This design comes from an exercise in tuning for small area on the open sky130 flow, not from production work. The RTL was checked by simulation tests, not by an equivalence proof against the original design. No activity file was given, so power comes from the tool's default toggle rates.

--- flow/design.v ---
module modbus_slave (
    input  wire        clk,
    input  wire        rst,
    input  wire        start,
    input  wire [15:0] cfg_nb_reg,
    input  wire [7:0]  cfg_slave_addr,
    output wire        busy,
    output reg         done,
    output reg  [15:0] status,
    input  wire        tick,
    input  wire        rx_valid,
    input  wire [7:0]  rx_data,
    output wire        rx_ready,
    output wire        tx_valid,
    output reg  [7:0]  tx_data,
    input  wire        tx_ready,
    input  wire        tx_idle,
    output reg         de,
    output reg  [15:0] rt_addr,
    output wire        rt_re,
    output wire        rt_we,
    output wire [15:0] rt_wdata,
    input  wire [15:0] rt_rdata,
    output wire        rt_busy
);
    localparam [15:0] ST_UNDEFINED    = 16'hFFFF;   
    localparam [15:0] ST_ILL_FUNC     = 16'hFFFE;   
    localparam [15:0] ST_ILL_ADDR     = 16'hFFFD;   
    localparam [15:0] ST_ILL_VALUE    = 16'hFFFC;   
    localparam [15:0] ST_NOT_FOR_US   = 16'hFFFB;   
    localparam [15:0] ST_RX_TIMEOUT   = 16'hFFFA;   
    localparam [1:0] PH_FUNC = 2'd0;
    localparam [1:0] PH_META = 2'd1;
    localparam [1:0] PH_DATA = 2'd2;
    localparam [3:0] S_IDLE   = 4'd0;
    localparam [3:0] S_RX     = 4'd1;
    localparam [3:0] S_FLUSH  = 4'd2;
    localparam [3:0] S_CHECK  = 4'd3;    
    localparam [3:0] S_WRITE  = 4'd4;    
    localparam [3:0] S_TXDE   = 4'd5;    
    localparam [3:0] S_TXHDR  = 4'd6;    
    localparam [3:0] S_RDREQ  = 4'd7;    
    localparam [3:0] S_RDCAP  = 4'd8;    
    localparam [3:0] S_TXHI   = 4'd9;    
    localparam [3:0] S_TXLO   = 4'd10;   
    localparam [3:0] S_TXCRCL = 4'd11;
    localparam [3:0] S_TXCRCH = 4'd12;
    localparam [3:0] S_TXWAIT = 4'd13;   
    localparam [1:0] RSP_READ  = 2'd0;
    localparam [1:0] RSP_WRITE = 2'd1;
    localparam [1:0] RSP_EXC   = 2'd2;
    function [15:0] crc_byte;
        input [15:0] c;
        input [7:0]  b;
        integer k;
        reg [15:0] t;
        begin
            t = c ^ {8'h00, b};
            for (k = 0; k < 8; k = k + 1)
                t = t[0] ? ((t >> 1) ^ 16'hA001) : (t >> 1);
            crc_byte = t;
        end
    endfunction
    reg [3:0]  state;
    reg [1:0]  phase;
    reg [8:0]  idx;           
    reg [8:0]  remaining;     
    reg [3:0]  idle_cnt;
    reg [4:0]  flush_cnt;
    reg        flush_seen;
    reg        is_ucast;
    reg [1:0]  pend_exc;
    reg [15:0] pend_status;
    reg [15:0] nb_reg;
    reg [15:0] crc;
    reg [7:0]  buf_q [0:255];   
    reg [1:0]  rsp_kind;
    reg [1:0]  exc_code;
    reg [2:0]  hcnt;          
    reg [15:0] loop_cnt;      
    reg [7:0]  wptr;          
    reg [15:0] rd_data;
    wire [7:0]  b0 = buf_q[0];
    wire [7:0]  b1 = buf_q[1];
    wire [15:0] req_addr  = {buf_q[2], buf_q[3]};
    wire [15:0] req_count = {buf_q[4], buf_q[5]};
    wire [16:0] req_end   = {1'b0, req_addr} + {1'b0, req_count};
    assign busy     = (state != S_IDLE);
    assign rx_ready = (state == S_RX) || (state == S_FLUSH);
    assign tx_valid = (state == S_TXHDR) || (state == S_TXHI) || (state == S_TXLO) ||
                      (state == S_TXCRCL) || (state == S_TXCRCH);
    assign rt_we    = (state == S_WRITE) && (loop_cnt != 16'd0);
    assign rt_re    = (state == S_RDREQ);
    assign rt_wdata = {buf_q[wptr], buf_q[wptr + 8'd1]};
    assign rt_busy  = rt_we || (state == S_RDREQ) || (state == S_RDCAP) ||
                      (((state == S_TXHI) || (state == S_TXLO)) && (loop_cnt != 16'd0));
    wire rx_byte = rx_ready && rx_valid;
    wire rx_tick = rx_ready && tick;
    wire tx_fire = tx_valid && tx_ready;
    reg [7:0] hdr_byte;
    always @(*) begin
        case (hcnt)
            3'd0: hdr_byte = b0;
            3'd1: hdr_byte = (rsp_kind == RSP_EXC) ? (b1 | 8'h80) : b1;
            3'd2: hdr_byte = (rsp_kind == RSP_EXC)  ? {6'd0, exc_code} :
                             (rsp_kind == RSP_READ) ? {req_count[6:0], 1'b0} : buf_q[2];
            default: hdr_byte = buf_q[{5'd0, hcnt}];
        endcase
    end
    wire [2:0] hdr_last = (rsp_kind == RSP_WRITE) ? 3'd5 : 3'd2;
    always @(*) begin
        case (state)
            S_TXHDR:  tx_data = hdr_byte;
            S_TXHI:   tx_data = rd_data[15:8];
            S_TXLO:   tx_data = rd_data[7:0];
            S_TXCRCL: tx_data = crc[7:0];
            default:  tx_data = crc[15:8];
        endcase
    end
    wire [15:0] crc_rx    = crc_byte(crc, rx_data);
    wire [15:0] crc_tx    = crc_byte(crc, tx_data);
    wire [4:0]  fcnt_next = flush_cnt + 5'd1;
    always @(posedge clk) begin
        if (rx_byte)
            buf_q[idx[7:0]] <= rx_data;
    end
    always @(posedge clk) begin
        if (rst) begin
            state       <= S_IDLE;
            phase       <= PH_FUNC;
            idx         <= 9'd0;
            remaining   <= 9'd0;
            idle_cnt    <= 4'd0;
            flush_cnt   <= 5'd0;
            flush_seen  <= 1'b0;
            is_ucast    <= 1'b0;
            pend_exc    <= 2'd0;
            pend_status <= 16'd0;
            nb_reg      <= 16'd0;
            status      <= 16'd0;
            done        <= 1'b0;
            de          <= 1'b0;
            crc         <= 16'hFFFF;
            rsp_kind    <= RSP_READ;
            exc_code    <= 2'd0;
            hcnt        <= 3'd0;
            loop_cnt    <= 16'd0;
            wptr        <= 8'd0;
            rt_addr     <= 16'd0;
            rd_data     <= 16'd0;
        end else begin
            done <= 1'b0;
            case (state)
            S_IDLE: begin
                if (start) begin
                    nb_reg      <= cfg_nb_reg;
                    state       <= S_RX;
                    phase       <= PH_FUNC;
                    idx         <= 9'd0;
                    remaining   <= 9'd2;
                    idle_cnt    <= 4'd0;
                    flush_cnt   <= 5'd0;
                    flush_seen  <= 1'b0;
                    is_ucast    <= 1'b0;
                    pend_exc    <= 2'd0;
                    pend_status <= 16'd0;
                    crc         <= 16'hFFFF;
                end
            end
            S_RX: begin
                if (rx_byte) begin
                    crc       <= crc_rx;
                    idx       <= idx + 9'd1;
                    remaining <= remaining - 9'd1;
                    idle_cnt  <= rx_tick ? 4'd1 : 4'd0;
                    if (remaining == 9'd1) begin
                        case (phase)
                        PH_FUNC: begin
                            if (!((b0 == 8'd0) ||
                                  ((b0 == cfg_slave_addr) && (cfg_slave_addr <= 8'd247)))) begin
                                pend_exc    <= 2'd0;
                                pend_status <= ST_NOT_FOR_US;
                                state       <= S_FLUSH;
                            end else if (rx_data == 8'h03) begin
                                is_ucast  <= (b0 != 8'd0);
                                phase     <= PH_META;
                                remaining <= 9'd4;
                            end else if (rx_data == 8'h10) begin
                                is_ucast  <= (b0 != 8'd0);
                                phase     <= PH_META;
                                remaining <= 9'd5;
                            end else begin
                                is_ucast    <= (b0 != 8'd0);
                                pend_exc    <= (b0 != 8'd0) ? 2'd1 : 2'd0;
                                pend_status <= (b0 != 8'd0) ? ST_ILL_FUNC : ST_UNDEFINED;
                                state       <= S_FLUSH;
                            end
                        end
                        PH_META: begin
                            if (b1 == 8'h10 && rx_data >= 8'd248) begin
                                pend_exc    <= is_ucast ? 2'd3 : 2'd0;
                                pend_status <= is_ucast ? ST_ILL_VALUE : ST_UNDEFINED;
                                state       <= S_FLUSH;
                            end else begin
                                remaining <= (b1 == 8'h10) ? (9'd2 + {1'b0, rx_data}) : 9'd2;
                                phase     <= PH_DATA;
                            end
                        end
                        default: begin
                            if (crc_rx == 16'h0000) begin
                                state <= S_CHECK;
                            end else begin
                                pend_exc    <= 2'd0;
                                pend_status <= ST_UNDEFINED;
                                state       <= S_FLUSH;
                            end
                        end
                        endcase
                        flush_cnt  <= rx_tick ? 5'd1 : 5'd0;
                        flush_seen <= rx_tick ? 1'b0 : 1'b1;
                    end
                end else if (rx_tick) begin
                    if (idle_cnt == 4'd9) begin
                        status <= ST_RX_TIMEOUT;
                        done   <= 1'b1;
                        state  <= S_IDLE;
                    end else begin
                        idle_cnt <= idle_cnt + 4'd1;
                    end
                end
            end
            S_FLUSH: begin
                if (rx_tick) begin
                    flush_cnt <= fcnt_next;
                    if ((!flush_seen && !rx_byte) || fcnt_next == 5'd30) begin
                        if (pend_exc != 2'd0) begin
                            rsp_kind <= RSP_EXC;
                            exc_code <= pend_exc;
                            state    <= S_TXDE;
                            de       <= 1'b1;
                        end else begin
                            status <= pend_status;
                            done   <= 1'b1;
                            state  <= S_IDLE;
                        end
                    end else begin
                        flush_seen <= 1'b0;
                    end
                end else if (rx_byte) begin
                    flush_seen <= 1'b1;
                end
            end
            S_CHECK: begin
                rt_addr  <= req_addr;
                loop_cnt <= req_count;
                wptr     <= 8'd7;
                if (req_end > {1'b0, nb_reg}) begin
                    if (is_ucast) begin
                        rsp_kind <= RSP_EXC;
                        exc_code <= 2'd2;
                        state    <= S_TXDE;
                        de       <= 1'b1;
                    end else begin
                        status <= ST_ILL_ADDR;
                        done   <= 1'b1;
                        state  <= S_IDLE;
                    end
                end else if (b1 == 8'h10) begin
                    state <= S_WRITE;
                end else if (is_ucast) begin
                    rsp_kind <= RSP_READ;
                    state    <= S_TXDE;
                    de       <= 1'b1;
                end else begin
                    status <= {7'd0, idx};
                    done   <= 1'b1;
                    state  <= S_IDLE;
                end
            end
            S_WRITE: begin
                if (loop_cnt != 16'd0) begin
                    loop_cnt <= loop_cnt - 16'd1;
                    rt_addr  <= rt_addr + 16'd1;
                    wptr     <= wptr + 8'd2;
                end else if (is_ucast) begin
                    rsp_kind <= RSP_WRITE;
                    state    <= S_TXDE;
                    de       <= 1'b1;
                end else begin
                    status <= {7'd0, idx};
                    done   <= 1'b1;
                    state  <= S_IDLE;
                end
            end
            S_TXDE: begin
                crc   <= 16'hFFFF;
                hcnt  <= 3'd0;
                state <= S_TXHDR;
            end
            S_TXHDR: begin
                if (tx_fire) begin
                    crc  <= crc_tx;
                    hcnt <= hcnt + 3'd1;
                    if (hcnt == hdr_last) begin
                        if (rsp_kind == RSP_READ && loop_cnt != 16'd0)
                            state <= S_RDREQ;
                        else
                            state <= S_TXCRCL;
                    end
                end
            end
            S_RDREQ: begin
                state <= S_RDCAP;
            end
            S_RDCAP: begin
                rd_data  <= rt_rdata;
                rt_addr  <= rt_addr + 16'd1;
                loop_cnt <= loop_cnt - 16'd1;
                state    <= S_TXHI;
            end
            S_TXHI: begin
                if (tx_fire) begin
                    crc   <= crc_tx;
                    state <= S_TXLO;
                end
            end
            S_TXLO: begin
                if (tx_fire) begin
                    crc   <= crc_tx;
                    state <= (loop_cnt != 16'd0) ? S_RDREQ : S_TXCRCL;
                end
            end
            S_TXCRCL: begin
                if (tx_fire)
                    state <= S_TXCRCH;
            end
            S_TXCRCH: begin
                if (tx_fire)
                    state <= S_TXWAIT;
            end
            S_TXWAIT: begin
                if (tx_idle) begin
                    de     <= 1'b0;
                    status <= (rsp_kind == RSP_EXC) ?
                              ((exc_code == 2'd1) ? ST_ILL_FUNC :
                               (exc_code == 2'd2) ? ST_ILL_ADDR : ST_ILL_VALUE) :
                              {7'd0, idx};
                    done   <= 1'b1;
                    state  <= S_IDLE;
                end
            end
            default: state <= S_IDLE;
            endcase
        end
    end
endmodule
--- flow/run.sh ---
#!/bin/bash
# synth_recipe.tcl (not shown) runs the flow's synth.tcl, then flattens the netlist and writes it again
# the make line also repeats each setting of config.mk as NAME=value (left out here)
make -C /OpenROAD-flow-scripts/flow DESIGN_CONFIG=/design/flow/config.mk WORK_HOME=/design/flow/orfs CLKGATE_MAP_FILE= SYNTH_SCRIPT=/design/flow/synth_recipe.tcl finish
--- flow/config.mk ---
export PLATFORM = sky130hd
export DESIGN_NAME = modbus_slave
export DESIGN_NICKNAME = modbus_slave
export VERILOG_FILES = /design/flow/design.v
export SDC_FILE = /design/flow/constraint.sdc
export NUM_CORES = 4
export LEC_CHECK = 0
export CAP_MARGIN = 20
export CORE_MARGIN = 2
export CORE_UTILIZATION = 40
export SLEW_MARGIN = 20
--- flow/constraint.sdc ---
create_clock -name core_clock -period 10.0 [get_ports {clk}]
set_input_delay 2.0000 -clock core_clock [delete_from_list [all_inputs] [get_ports {clk}]]
set_output_delay 2.0000 -clock core_clock [all_outputs]
set_load 0.01 [all_outputs]
==> notes.md <==
==> worst max-delay path: cells and delay by family (launching register included) <==
kind	cells	cell delay (ns)
mux	4	2.31
buf+inv	3	2.00
flops	1	0.77
==> power by group through the flow <==
| stage | Sequential (mW) | Clock [mW] | Combinational [mW] |
|---|---|---|---|
| 2_1_floorplan | 10.5 | 0 | 5.23 |
| 3_3_place_gp | 10.6 | 0 | 7.75 |
| 3_5_place_dp | 10.6 | 0 | 7.76 |
| 4_1_cts | 10.4 | 8.95 | 7.81 |
| 5_1_grt | 10.4 | 9.28 | 8.16 |
| 6_report | 10.4 | 8.87 | 7.81 |
==> cell families (layout without fill, tap and decap cells) <==
family	Yosys count	count (layout)	synth area share
DFF	2213	2213	0.610
muxes	1404	1404	0.295
and+or+nand+nor	856	856	0.0357
buffers and inverters	486	723	0.0186
AOI/OAI and AO/OA	456	456	0.0265
xor gates and xnor gates	90	90	0.00776
adders and majority gates	54	54	0.00641
other	0	7	0
==> metrics by stage <==
stage          cells  hold WS (ns)  power, mW  instance area (um2)  utilization
2_1_floorplan   5559         0.433       15.7               106000            -
3_3_place_gp    8915         0.436       18.3               112000        0.422
3_5_place_dp    8917         0.442       18.4               112000        0.422
4_1_cts         9329         0.456       27.2               119000        0.451
5_1_grt         9331         0.482       27.9               119000        0.451
6_report        9336         0.453       27.1               119000        0.451
==> layout by cell type (no fill, tap or decap), drive strengths merged, types with 18 or more instances in the layout <==
master,instances
a211oi,25
a21oi,146
a22oi,26
a31oi,18
and3,18
buf,143
bufinv,28
clkbuf,286
clkdlybuf4s50,109
clkinv,81
dfxtp,165
edfxtp,2048
ha,52
inv,62
mux2i,24
mux4,1375
nand2,212
nand3,45
nand4,23
nor2,412
nor2b,31
nor3,35
o21ai,133
xnor2,57
xor2,31
==> routing by layer <==
layer | share of wire | track usage
met5 | 0.00020 | 0
met3 | 0.098 | 0.0486
met2 | 0.47 | 0.374
met1 | 0.39 | 0.344
met4 | 0.039 | 0.0827
==> final cells by class <==
| cell class | count | area, um2 |
|---|---|---|
| Sequential cell | 2213 | 64800 |
| Multi-Input combinational cell | 2860 | 39600 |
| Inverter | 56 | 210 |
| Clock buffer | 283 | 6220 |
| Tap cell | 3533 | 4420 |
| Antenna cell | 7 | 17.5 |
| Clock inverter | 129 | 1420 |
| Fill cell | 22100 | 145000 |
| Timing Repair Buffer | 255 | 2560 |
==> how the worst max path moves through the flow <==
stage / cells after the start / start / to / slack, ns
5_1_grt: 7 / wptr[0] / rt_wdata[6] / 1.69
4_1_cts: 7 / wptr[0] / rt_wdata[6] / 1.74
3_3_place_gp: 7 / wptr[0] / rt_wdata[6] / 2.72
2_1_floorplan: 8 / wptr[1] / rt_wdata[0] / 4.49
6_report: 7 / wptr[0] / rt_wdata[1] / 1.81
3_5_place_dp: 7 / wptr[0] / rt_wdata[6] / 2.72
==> out/qor.csv <==
metric;value;unit
reg2reg_from;buf_q[5][1];
period_needed;8.19;ns
cts_made_buffers;235;
postCtsHoldBufs;0;
power.density;227;nW/um2
overflow;0;
comb_power_share;0.288;
crit_path_frequent_cell;mux4_2;
die_area;270000;um2
synth_edf_count;2048;
dp_slack;2.72;ns
p_int;19.0;mW
final-max-slew-violation-count;0;
routedWlPerCell;35.4;um
p_sw_frac;0.298;
synth_area_leaders;edfxtp_1 (58%), mux4_2 (29%), dfxtp_1 (3.1%), nor2_1 (1.5%), clkbuf_1 (0.93%);
synthDominantCellAreaShare;0.579;
crit_arrival;6.19;ns
first_global_vias;59100;
finClkSkew;0.0620;ns
p_leak;34.8;nW
cts_setup_buffers;0;
syn_nets;5667;
h-tree-depth;4;
grt_max_degree;129;
rsz0062_at_grt;false;
hold_viol;0;
worstSetupStartpointType;register;
crit_path_top_delay_cell;dfxtp_4;
critPathKind;register to primary output;
grt_pass1_wl;467;mm
fin_ws;1.81;ns
ff2ff_path_depth;22;
switching_power;8.09;mW
die_w;519;um
power_frac_clock;0.327;
drv_cap;0;
post_cts_resized;0;
clock.fmax;122;MHz
path_clk_slew;0.06;ns
gp_congestion;0.891;
avgSynthCellArea;19.1;um2
grtUsageTotal;0.242;
cts_tree;yes;
placementRows;189;
clock_path_buffers;4;
slew_headroom;0.201;
netlist_area;106000;um2
synth_cells;5559;
largest_reg_flops;2048;
finalSetupViolCount;0;
cts_root_buf;clkbuf_16;
drive_gt1_frac;0.334;
first_iter_violations;8519;
worstPathRequired;8.00;ns
numClockSinks;2213;
worstHoldPathType;register to register;
seqPwrFrac;0.384;
die_y;519;um
clk_latency;0.90;ns
rrSetupSlack;4.12;ns
status;finished clean;
vias;60800;
synth_seq_cells;2213;
whs_endpoint;status[1];
syn_to_final_growth;12.3;%
core;265000;um2
synthTopCellsByCount;edfxtp_1 (2048), mux4_2 (1375), nor2_1 (412), clkbuf_1 (264), nand2_1 (212);
final.period_utilization;0.819;
setup_tns;0;ns
yosys.area.top_type;edfxtp_1;
ys_warn_count;1;
synthFlopType;edfxtp_1;
via_per_inst;6.51;
whs_path_depth;2;
start_util;0.401;
wl;330;mm
critical_path.cell_chain;buf_12 > buf_4 > mux4_2 > mux4_2 > mux4_2 > mux4_2 > clkdlybuf4s50_1;
ys_types;86;
portBuffers;118;
remaining_drc_errors;0;
final_nets;5729;
async_flop_share;0;
yosysMostFrequentCell;edfxtp_1;
timing.rr.end;status[8];
firstDrtPassIters;6;
tightest_slew;1.20;ns
end_kind;primary output;
peakVddDrop;0.289;mV
max_stage_delay;0.77;ns
grt_antenna_before_repair;22;
dp_hpwl;215;mm
crit_fanout;127;
worstHoldStart;status[1];
drtAntennaViolNets;0;
num_io_pins;119;
yosysSeqAreaShare;0.610;

-- re-timing with driven ports --
Ports are ideal in the flow. The routed layout listed here was re-timed in OpenROAD. Step 1: set_driving_cell puts a clkbuf_16 on clk and a buf_2 on each other input, an assumption about the parent block. Step 2 times the ports against the registers' clock, not the clock port: input delays grow and output delays shrink by t, the midpoint of the rising clock arrivals with the driver on. Three values: no drivers, after step 1, after step 2; two values: the first two.
shift t [ns]: 0.980
slack for setup (ns): 1.808 / 1.713 / 2.692
latest minus earliest clock arrival (ns): 0.081 / 0.081
pins driven straight from the clock port: 1
After both steps this run still meets setup and hold. The setup slack of this run moves by -0.095 ns with the drivers and by +0.884 ns with both steps.
